From an optimization exercise on the open Yosys and OpenROAD flow, aimed at small area; shortcuts taken in it are not production practice. In this exercise RTL edits were held to simulation tests only and were not proved equivalent to the original. The flow treats the clock pin as an ideal source, which a real chip does not have. Power figures rest on the tool's default switching activity, not on a simulated workload.

==> run R: inputs <==
==> flow/design.v (excerpt) <==
module ticseq (
    input  wire        clk,
    input  wire        rst,         
    input  wire        wr_en,
    input  wire [4:0]  addr,
    input  wire [15:0] wdata,
    output reg  [15:0] rdata,
    output wire        data_o,
    output wire        srclk_o,
    output wire        rclk_o,
    output wire        data_oe,
    output wire        srclk_oe,
    output wire        rclk_oe,
    output wire        irq_o
);
==> flow/config.mk <==
export PLATFORM = sky130hd
export DESIGN_NAME = ticseq
export DESIGN_NICKNAME = ticseq
export VERILOG_FILES = /design/flow/design.v
export SDC_FILE = /design/flow/constraint.sdc
export NUM_CORES = 4
export LEC_CHECK = 0
export CAP_MARGIN = 20
export CORE_MARGIN = 2
export CORE_UTILIZATION = 40
export SLEW_MARGIN = 20
==> flow/constraint.sdc <==
create_clock -name core_clock -period 10.0 [get_ports {clk}]
set_input_delay 2.0000 -clock core_clock [delete_from_list [all_inputs] [get_ports {clk}]]
set_output_delay 2.0000 -clock core_clock [all_outputs]
set_load 0.01 [all_outputs]
standard.sh (not shown) runs the stock make flow with config.mk's settings and CLKGATE_MAP_FILE= SYNTH_SCRIPT=/design/flow/synth_recipe.tcl, a recipe that flattens the netlist after the stock synthesis.
==> flow/flow/run.sh <==
#!/bin/bash
# Own layout flow: the standard ORFS flow with
#  - synthesis as standard.sh runs it, but with area-oriented ABC scripts
#    (flow/abc*.abc, the smallest of their mappings is kept) for the
#    combinational mapping; registers are mapped by
#    the same dfflibmap step as in the standard synthesis; adders are left
#    to ABC instead of being mapped to half/full adder cells first;
#  - the smallest buffer on the ports (every port still gets one);
#  - a clock tree of small leaf clock buffers under one strong root buffer,
#    without dummy loads; a leaf buffer whose flip-flops would see a slow
#    clock edge is upsized right after CTS (flow/cts_fix.tcl).
# Each tool's output goes to its own log in this folder (and ORFS's logs
# under orfs/logs/).
set -euo pipefail
W=$(pwd)
export OWN_ABC_SCRIPTS="$W/flow/abc1.abc $W/flow/abc2.abc $W/flow/abc3.abc $W/flow/abc4.abc $W/flow/abc5.abc $W/flow/abc6.abc"
cat flow/abc_override.tcl synth_recipe.tcl > own_synth.tcl

bash standard.sh \
  SYNTH_SCRIPT="$W/own_synth.tcl" \
  ABC_AREA=1 \
  ADDER_MAP_FILE= \
  CORE_UTILIZATION=65 \
  POST_CTS_TCL="$W/flow/cts_fix.tcl" \
  BUFFER_PORTS_ARGS="-buffer_cell sky130_fd_sc_hd__buf_1" \
  CTS_ARGS="-sink_clustering_enable -repair_clock_nets -dont_use_dummy_load -root_buf sky130_fd_sc_hd__clkbuf_16 -buf_list sky130_fd_sc_hd__clkbuf_4" \
  finish > "$W/orfs_make.log" 2>&1
==> flow/flow/abc1.abc <==
strash
&get -n
&fraig -x
&put
dc2
strash
&get -n
&dch -f
&nf -R 1000
&put
topo
dnsize
==> flow/flow/abc2.abc <==
strash
&get -n
&fraig -x
&put
dc2
strash
&get -n
&dch -f -C 5000
&nf -R 2000 -C 32
&put
topo
dnsize
==> flow/flow/abc3.abc <==
strash
&get -n
&fraig -x
&put
dc2
strash
&get -n
&dc2
&dch -f
&nf -R 1000
&put
topo
dnsize
==> flow/flow/abc4.abc <==
strash
&get -n
&fraig -x
&put
dc2
strash
&get -n
&dch -f
&nf -p -R 1000
&put
topo
dnsize
==> flow/flow/abc5.abc <==
strash
&get -n
&fraig -x
&put
dc2
strash
&get -n
&dch -f
&nf -R 1000
&put
strash
&get -n
&dch -f
&nf -R 1000
&put
topo
dnsize
==> flow/flow/abc6.abc <==
strash
&get -n
&fraig -x
&put
dc2
strash
&get -n
&dch -f -C 5000
&nf -R 2000 -C 32
&put
strash
&get -n
&dch -f -C 5000
&nf -R 2000 -C 32
&put
topo
dnsize
==> flow/flow/abc_override.tcl <==
# Run Yosys's abc with this flow's own area-oriented ABC scripts in place of
# the one ORFS's synth.tcl names; every other argument (liberty, dont_use
# cells, constraints, -D) stays as ORFS gives it. Each script in
# OWN_ABC_SCRIPTS maps the same netlist; the mapping with the smallest cell
# area is kept. Registers are not touched by abc (they are mapped before).
proc abc {args} {
  set i [lsearch -exact $args -script]
  if { $i < 0 || ![info exists ::env(OWN_ABC_SCRIPTS)] } {
    yosys abc {*}$args
    return
  }
  set j [lsearch -exact $args -liberty]
  set lib [lindex $args [expr { $j + 1 }]]
  yosys design -save own_pre_abc
  set best ""
  set best_area 1e30
  foreach script $::env(OWN_ABC_SCRIPTS) {
    yosys design -load own_pre_abc
    lset args [expr { $i + 1 }] $script
    yosys abc {*}$args
    yosys tee -q -o $::env(OBJECTS_DIR)/own_abc_area.txt stat -liberty $lib
    set f [open $::env(OBJECTS_DIR)/own_abc_area.txt r]
    set text [read $f]
    close $f
    if { [regexp {Chip area for module '[^']*': ([0-9.]+)} $text -> area] } {
      puts "own_abc: $script area $area"
      if { $area < $best_area } {
        set best_area $area
        set best $script
      }
    }
  }
  puts "own_abc: keeping $best (area $best_area)"
  yosys design -load own_pre_abc
  lset args [expr { $i + 1 }] $best
  yosys abc {*}$args
}
Other scripts of this flow, unchanged in this note and not shown: flow/flow/cts_fix.tcl
==> run M: changes against run R <==
--- a/flow/design.v
+++ b/flow/design.v
@@ -21,21 +21,20 @@
     reg [2:0]  pindir;
     reg [7:0]  pat0, pat1, pat2, pat3, pat4, pat5, pat6, pat7;
     reg [9:0]  p;
     reg [5:0]  pos;
     reg [6:0]  shreg;
     reg        dout;
     reg        src;              
     reg [2:0]  idx;
-    wire busy    = |pos;    
-    wire ph_data = (pos == 6'd3)  | (pos == 6'd6)  | (pos == 6'd9)  | (pos == 6'd12) | (pos == 6'd15) |
+    wire busy    = pos[5] | pos[4] | pos[3] | (pos[2] & pos[1]);
+    wire ph_data = (pos == 6'd6)  | (pos == 6'd9)  | (pos == 6'd12) | (pos == 6'd15) |
                    (pos == 6'd18) | (pos == 6'd21) | (pos == 6'd24) | (pos == 6'd27);
-    wire ph_slo  = (pos == 6'd2)  | (pos == 6'd5)  |
-                   (pos == 6'd8)  | (pos == 6'd11) | (pos == 6'd14) | (pos == 6'd17) |
+    wire ph_slo  = (pos == 6'd8)  | (pos == 6'd11) | (pos == 6'd14) | (pos == 6'd17) |
                    (pos == 6'd20) | (pos == 6'd23) | (pos == 6'd26) | (pos == 6'd29);
     wire first   = (pos == 6'd6);
     wire rclk_q  = (pos == 6'd31) | (pos[5:4] == 2'b10);
     wire last    = &pos;
     reg [6:0] pcp;       
     integer q;
     always @* begin
         pcp[0] = 1'b1;
@@ -108,21 +107,30 @@
     wire        seqen_w = w_ctrl ? cd[8] : seqen;
     wire        cmf_w   = cmf & ~(w_stat & wdata[0]);
     wire        ovr_w   = ovr & ~(w_stat & wdata[1]);
     wire [15:0] cfg_c   = arg[1] ? 16'h3D08 : (arg[0] ? 16'h7A10 : 16'hF420);
     wire [15:0] count_w = w_cnt ? wdata : count;
     wire [15:0] cmp_w   = w_cmp ? wdata : cmp;
     wire dispatch = ~busy & ~host_go & seqen_w & cmie_w & gie_w & cmf_w;
     wire cmf_d    = cmf_w & ~dispatch;
-    wire [7:0] id = {8{first}} & (8'd1 << idx);
-    wire [7:0] ld_byte = ({8{host_go}} & arg) |
-                         ({8{id[0]}} & pat0) | ({8{id[1]}} & pat1) | ({8{id[2]}} & pat2) |
-                         ({8{id[3]}} & pat3) | ({8{id[4]}} & pat4) | ({8{id[5]}} & pat5) |
-                         ({8{id[6]}} & pat6) | ({8{id[7]}} & pat7);
+    reg  [7:0] pat_sel;
+    always @* begin
+        case (idx)
+            3'd0: pat_sel = pat0;
+            3'd1: pat_sel = pat1;
+            3'd2: pat_sel = pat2;
+            3'd3: pat_sel = pat3;
+            3'd4: pat_sel = pat4;
+            3'd5: pat_sel = pat5;
+            3'd6: pat_sel = pat6;
+            default: pat_sel = pat7;
+        endcase
+    end
+    wire [7:0] ld_byte = host_go ? arg : pat_sel;
     wire       ld      = host_go | first;
     reg  [10:0] pc, ph;
     integer j;
     always @* begin
         pc[0] = 1'b1;
         for (j = 1; j <= 10; j = j + 1) pc[j] = pc[j-1] & p[j-1];
         ph[10] = 1'b0;
         for (j = 9; j >= 0; j = j - 1) ph[j] = ph[j+1] | p[j];
--- a/flow/flow/run.sh
+++ b/flow/flow/run.sh
@@ -8,20 +8,19 @@
 #  - the smallest buffer on the ports (every port still gets one);
 #  - a clock tree of small leaf clock buffers under one strong root buffer,
 #    without dummy loads; a leaf buffer whose flip-flops would see a slow
 #    clock edge is upsized right after CTS (flow/cts_fix.tcl).
 # Each tool's output goes to its own log in this folder (and ORFS's logs
 # under orfs/logs/).
 set -euo pipefail
 W=$(pwd)
-export OWN_ABC_SCRIPTS="$W/flow/abc1.abc $W/flow/abc2.abc $W/flow/abc3.abc $W/flow/abc4.abc $W/flow/abc5.abc $W/flow/abc6.abc"
+export OWN_ABC_SCRIPTS="$W/flow/abc1.abc $W/flow/abc2.abc $W/flow/abc3.abc $W/flow/abc4.abc $W/flow/abc5.abc"
 cat flow/abc_override.tcl synth_recipe.tcl > own_synth.tcl
 
 bash standard.sh \
   SYNTH_SCRIPT="$W/own_synth.tcl" \
   ABC_AREA=1 \
   ADDER_MAP_FILE= \
-  CORE_UTILIZATION=65 \
   POST_CTS_TCL="$W/flow/cts_fix.tcl" \
   BUFFER_PORTS_ARGS="-buffer_cell sky130_fd_sc_hd__buf_1" \
   CTS_ARGS="-sink_clustering_enable -repair_clock_nets -dont_use_dummy_load -root_buf sky130_fd_sc_hd__clkbuf_16 -buf_list sky130_fd_sc_hd__clkbuf_4" \
   finish > "$W/orfs_make.log" 2>&1
removed: flow/flow/abc6.abc
==> run B: changes against run R <==
--- a/flow/design.v
+++ b/flow/design.v
@@ -21,21 +21,20 @@
     reg [2:0]  pindir;
     reg [7:0]  pat0, pat1, pat2, pat3, pat4, pat5, pat6, pat7;
     reg [9:0]  p;
     reg [5:0]  pos;
     reg [6:0]  shreg;
     reg        dout;
     reg        src;              
     reg [2:0]  idx;
-    wire busy    = |pos;    
-    wire ph_data = (pos == 6'd3)  | (pos == 6'd6)  | (pos == 6'd9)  | (pos == 6'd12) | (pos == 6'd15) |
+    wire busy    = pos[5] | pos[4] | pos[3] | (pos[2] & pos[1]);
+    wire ph_data = (pos == 6'd6)  | (pos == 6'd9)  | (pos == 6'd12) | (pos == 6'd15) |
                    (pos == 6'd18) | (pos == 6'd21) | (pos == 6'd24) | (pos == 6'd27);
-    wire ph_slo  = (pos == 6'd2)  | (pos == 6'd5)  |
-                   (pos == 6'd8)  | (pos == 6'd11) | (pos == 6'd14) | (pos == 6'd17) |
+    wire ph_slo  = (pos == 6'd8)  | (pos == 6'd11) | (pos == 6'd14) | (pos == 6'd17) |
                    (pos == 6'd20) | (pos == 6'd23) | (pos == 6'd26) | (pos == 6'd29);
     wire first   = (pos == 6'd6);
     wire rclk_q  = (pos == 6'd31) | (pos[5:4] == 2'b10);
     wire last    = &pos;
     reg [6:0] pcp;       
     integer q;
     always @* begin
         pcp[0] = 1'b1;
@@ -108,21 +107,30 @@
     wire        seqen_w = w_ctrl ? cd[8] : seqen;
     wire        cmf_w   = cmf & ~(w_stat & wdata[0]);
     wire        ovr_w   = ovr & ~(w_stat & wdata[1]);
     wire [15:0] cfg_c   = arg[1] ? 16'h3D08 : (arg[0] ? 16'h7A10 : 16'hF420);
     wire [15:0] count_w = w_cnt ? wdata : count;
     wire [15:0] cmp_w   = w_cmp ? wdata : cmp;
     wire dispatch = ~busy & ~host_go & seqen_w & cmie_w & gie_w & cmf_w;
     wire cmf_d    = cmf_w & ~dispatch;
-    wire [7:0] id = {8{first}} & (8'd1 << idx);
-    wire [7:0] ld_byte = ({8{host_go}} & arg) |
-                         ({8{id[0]}} & pat0) | ({8{id[1]}} & pat1) | ({8{id[2]}} & pat2) |
-                         ({8{id[3]}} & pat3) | ({8{id[4]}} & pat4) | ({8{id[5]}} & pat5) |
-                         ({8{id[6]}} & pat6) | ({8{id[7]}} & pat7);
+    reg  [7:0] pat_sel;
+    always @* begin
+        case (idx)
+            3'd0: pat_sel = pat0;
+            3'd1: pat_sel = pat1;
+            3'd2: pat_sel = pat2;
+            3'd3: pat_sel = pat3;
+            3'd4: pat_sel = pat4;
+            3'd5: pat_sel = pat5;
+            3'd6: pat_sel = pat6;
+            default: pat_sel = pat7;
+        endcase
+    end
+    wire [7:0] ld_byte = host_go ? arg : pat_sel;
     wire       ld      = host_go | first;
     reg  [10:0] pc, ph;
     integer j;
     always @* begin
         pc[0] = 1'b1;
         for (j = 1; j <= 10; j = j + 1) pc[j] = pc[j-1] & p[j-1];
         ph[10] = 1'b0;
         for (j = 9; j >= 0; j = j - 1) ph[j] = ph[j+1] | p[j];
==> flow/flow/run.sh (replaced) <==
#!/bin/bash
# Own layout flow: the standard ORFS flow with
#  - synthesis as standard.sh runs it, but with an area-oriented ABC script
#    (flow/area.abc) for the combinational mapping; registers are mapped by
#    the same dfflibmap step as in the standard synthesis; adders are left
#    to ABC instead of being mapped to half/full adder cells first;
#  - the smallest buffer on the ports (every port still gets one);
#  - a clock tree of small leaf clock buffers under one strong root buffer,
#    without dummy loads; a leaf buffer whose flip-flops would see a slow
#    clock edge is upsized right after CTS (flow/cts_fix.tcl).
# Each tool's output goes to its own log in this folder (and ORFS's logs
# under orfs/logs/).
set -euo pipefail
W=$(pwd)
export OWN_ABC_SCRIPT="$W/flow/area.abc"
cat flow/abc_override.tcl synth_recipe.tcl > own_synth.tcl

bash standard.sh \
  SYNTH_SCRIPT="$W/own_synth.tcl" \
  ABC_AREA=1 \
  ADDER_MAP_FILE= \
  SLEW_MARGIN=0 CAP_MARGIN=0 GPL_TIMING_DRIVEN=0 \
  POST_CTS_TCL="$W/flow/cts_fix.tcl" \
  BUFFER_PORTS_ARGS="-buffer_cell sky130_fd_sc_hd__buf_1" \
  CTS_ARGS="-sink_clustering_enable -repair_clock_nets -dont_use_dummy_load -root_buf sky130_fd_sc_hd__clkbuf_16 -buf_list sky130_fd_sc_hd__clkbuf_4" \
  finish > "$W/orfs_make.log" 2>&1
==> flow/flow/abc_override.tcl (replaced) <==
# Run Yosys's abc with this flow's own ABC script (area-oriented mapping)
# in place of the one ORFS's synth.tcl names; every other argument (liberty,
# dont_use cells, constraints, -D) stays as ORFS gives it.
proc abc {args} {
  set i [lsearch -exact $args -script]
  if { $i >= 0 && [info exists ::env(OWN_ABC_SCRIPT)] } {
    lset args [expr { $i + 1 }] $::env(OWN_ABC_SCRIPT)
  }
  yosys abc {*}$args
}
==> flow/flow/area.abc (new file) <==
strash
&get -n
&fraig -x
&put
dc2
strash
&get -n
&dch -f
&nf -R 1000
&put
topo
dnsize
removed: flow/flow/abc1.abc
removed: flow/flow/abc2.abc
removed: flow/flow/abc3.abc
removed: flow/flow/abc4.abc
removed: flow/flow/abc5.abc
removed: flow/flow/abc6.abc
==> run E: changes against run R <==
--- a/flow/design.v
+++ b/flow/design.v
@@ -108,21 +108,30 @@
     wire        seqen_w = w_ctrl ? cd[8] : seqen;
     wire        cmf_w   = cmf & ~(w_stat & wdata[0]);
     wire        ovr_w   = ovr & ~(w_stat & wdata[1]);
     wire [15:0] cfg_c   = arg[1] ? 16'h3D08 : (arg[0] ? 16'h7A10 : 16'hF420);
     wire [15:0] count_w = w_cnt ? wdata : count;
     wire [15:0] cmp_w   = w_cmp ? wdata : cmp;
     wire dispatch = ~busy & ~host_go & seqen_w & cmie_w & gie_w & cmf_w;
     wire cmf_d    = cmf_w & ~dispatch;
-    wire [7:0] id = {8{first}} & (8'd1 << idx);
-    wire [7:0] ld_byte = ({8{host_go}} & arg) |
-                         ({8{id[0]}} & pat0) | ({8{id[1]}} & pat1) | ({8{id[2]}} & pat2) |
-                         ({8{id[3]}} & pat3) | ({8{id[4]}} & pat4) | ({8{id[5]}} & pat5) |
-                         ({8{id[6]}} & pat6) | ({8{id[7]}} & pat7);
+    reg  [7:0] pat_sel;
+    always @* begin
+        case (idx)
+            3'd0: pat_sel = pat0;
+            3'd1: pat_sel = pat1;
+            3'd2: pat_sel = pat2;
+            3'd3: pat_sel = pat3;
+            3'd4: pat_sel = pat4;
+            3'd5: pat_sel = pat5;
+            3'd6: pat_sel = pat6;
+            default: pat_sel = pat7;
+        endcase
+    end
+    wire [7:0] ld_byte = host_go ? arg : pat_sel;
     wire       ld      = host_go | first;
     reg  [10:0] pc, ph;
     integer j;
     always @* begin
         pc[0] = 1'b1;
         for (j = 1; j <= 10; j = j + 1) pc[j] = pc[j-1] & p[j-1];
         ph[10] = 1'b0;
         for (j = 9; j >= 0; j = j - 1) ph[j] = ph[j+1] | p[j];
--- a/flow/flow/run.sh
+++ b/flow/flow/run.sh
@@ -8,17 +8,17 @@
 #  - the smallest buffer on the ports (every port still gets one);
 #  - a clock tree of small leaf clock buffers under one strong root buffer,
 #    without dummy loads; a leaf buffer whose flip-flops would see a slow
 #    clock edge is upsized right after CTS (flow/cts_fix.tcl).
 # Each tool's output goes to its own log in this folder (and ORFS's logs
 # under orfs/logs/).
 set -euo pipefail
 W=$(pwd)
-export OWN_ABC_SCRIPTS="$W/flow/abc1.abc $W/flow/abc2.abc $W/flow/abc3.abc $W/flow/abc4.abc $W/flow/abc5.abc $W/flow/abc6.abc"
+export OWN_ABC_SCRIPTS="$W/flow/abc1.abc $W/flow/abc2.abc $W/flow/abc3.abc $W/flow/abc4.abc $W/flow/abc5.abc"
 cat flow/abc_override.tcl synth_recipe.tcl > own_synth.tcl
 
 bash standard.sh \
   SYNTH_SCRIPT="$W/own_synth.tcl" \
   ABC_AREA=1 \
   ADDER_MAP_FILE= \
   CORE_UTILIZATION=65 \
   POST_CTS_TCL="$W/flow/cts_fix.tcl" \
removed: flow/flow/abc6.abc
==> notes <==
Run M finished with timing, DRC and antenna clean. Run R completed without violations. Run B finished but failed the layout checks on max-capacitance violations, max-slew violations. Run E produced a clean layout.
In run B the sequential power is smaller than in run R, by about 1%.
Cell area, lowest first: run R, run E, run M, run B.
Die area, highest first: run B, run M, run E, run R.
In clock-buffer cell count, run E and run B do not differ.
Worst hold slack, lowest first: run E, run R, run B, run M.
The highest via count belongs to run E, the lowest to run B.
Register-to-register slack: run R > run E > run M > run B.
==> figures <==
                                                                     run R                                            run B                    run M                    run E
Total leakage power                                                2.71 nW                                          2.74 nW                  2.69 nW                  2.72 nW
Total stage count of the critical path                                  26                                               28                       28                       27
Flip-flop and latch share of the layout cell area                    0.480                                            0.470                    0.470                    0.478
Part of the power in combinational logic                             0.100                                            0.083                    0.079                    0.096
Synth Area in XOR/XNOR                                              0.0283                                           0.0256                   0.0231                   0.0244
Final standard cell utilization of the core                          0.724                                            0.455                    0.454                    0.727
Worst Tran Pin Value                                               1110 ps                                          1570 ps                  1110 ps                  1160 ps
Non-clock buffers                                                       56                                               55                       57                       61
Metal2 WL                                                          9320 um                                         10300 um                 10400 um                  9270 um
Hold path start                                                        rej                                             p[7]                     p[7]                     p[7]
Cells on worst reg2reg path                                             24                                               25                       25                       26
WL met1                                                            7520 um                                          9330 um                  8940 um                  7730 um
Pins over their slew limit                                               0                                               10                        0                        0
CP Max Fanout                                                           40                                               12                       12                       41
Outcome                                            complete, no violations                         finished with violations  complete, no violations  complete, no violations
Layout check failures                                                    -  max-capacitance violations, max-slew violations                        -                        -

afterwards: timing with drivers on the ports:
The results above use ideal ports. As a check the final layouts listed here were re-extracted and re-timed, cells and wires unchanged. Step 1: set_driving_cell puts a clkbuf_16 on clk and a buf_2 on each other input, an assumption about the parent block. Step 2 moves the port delays by t, midway between the first and last clock arrival at a register: inputs arrive t later, outputs are due t later. That takes back most of the time a late clock gives input paths. a / b / c = ideal ports / drivers / drivers and shift; a / b = the first two.
run	t (ns)	setup WS [ns]	worst hold slack (ns)	worst setup path after step 2
run R	0.393	2.601 / 2.620 / 2.227	0.500 / 0.500 / 0.500	input to register
run M	0.406	1.972 / 1.960 / 1.554	0.516 / 0.516 / 0.516	input to register
run B	0.412	1.214 / 1.231 / 0.819	0.505 / 0.505 / 0.505	input to register
run E	0.389	2.261 / 2.280 / 1.891	0.498 / 0.498 / 0.498	input to register
For run M, which loses most, drivers alone change the setup slack by -0.012 ns; drivers and shift together by -0.418 ns.
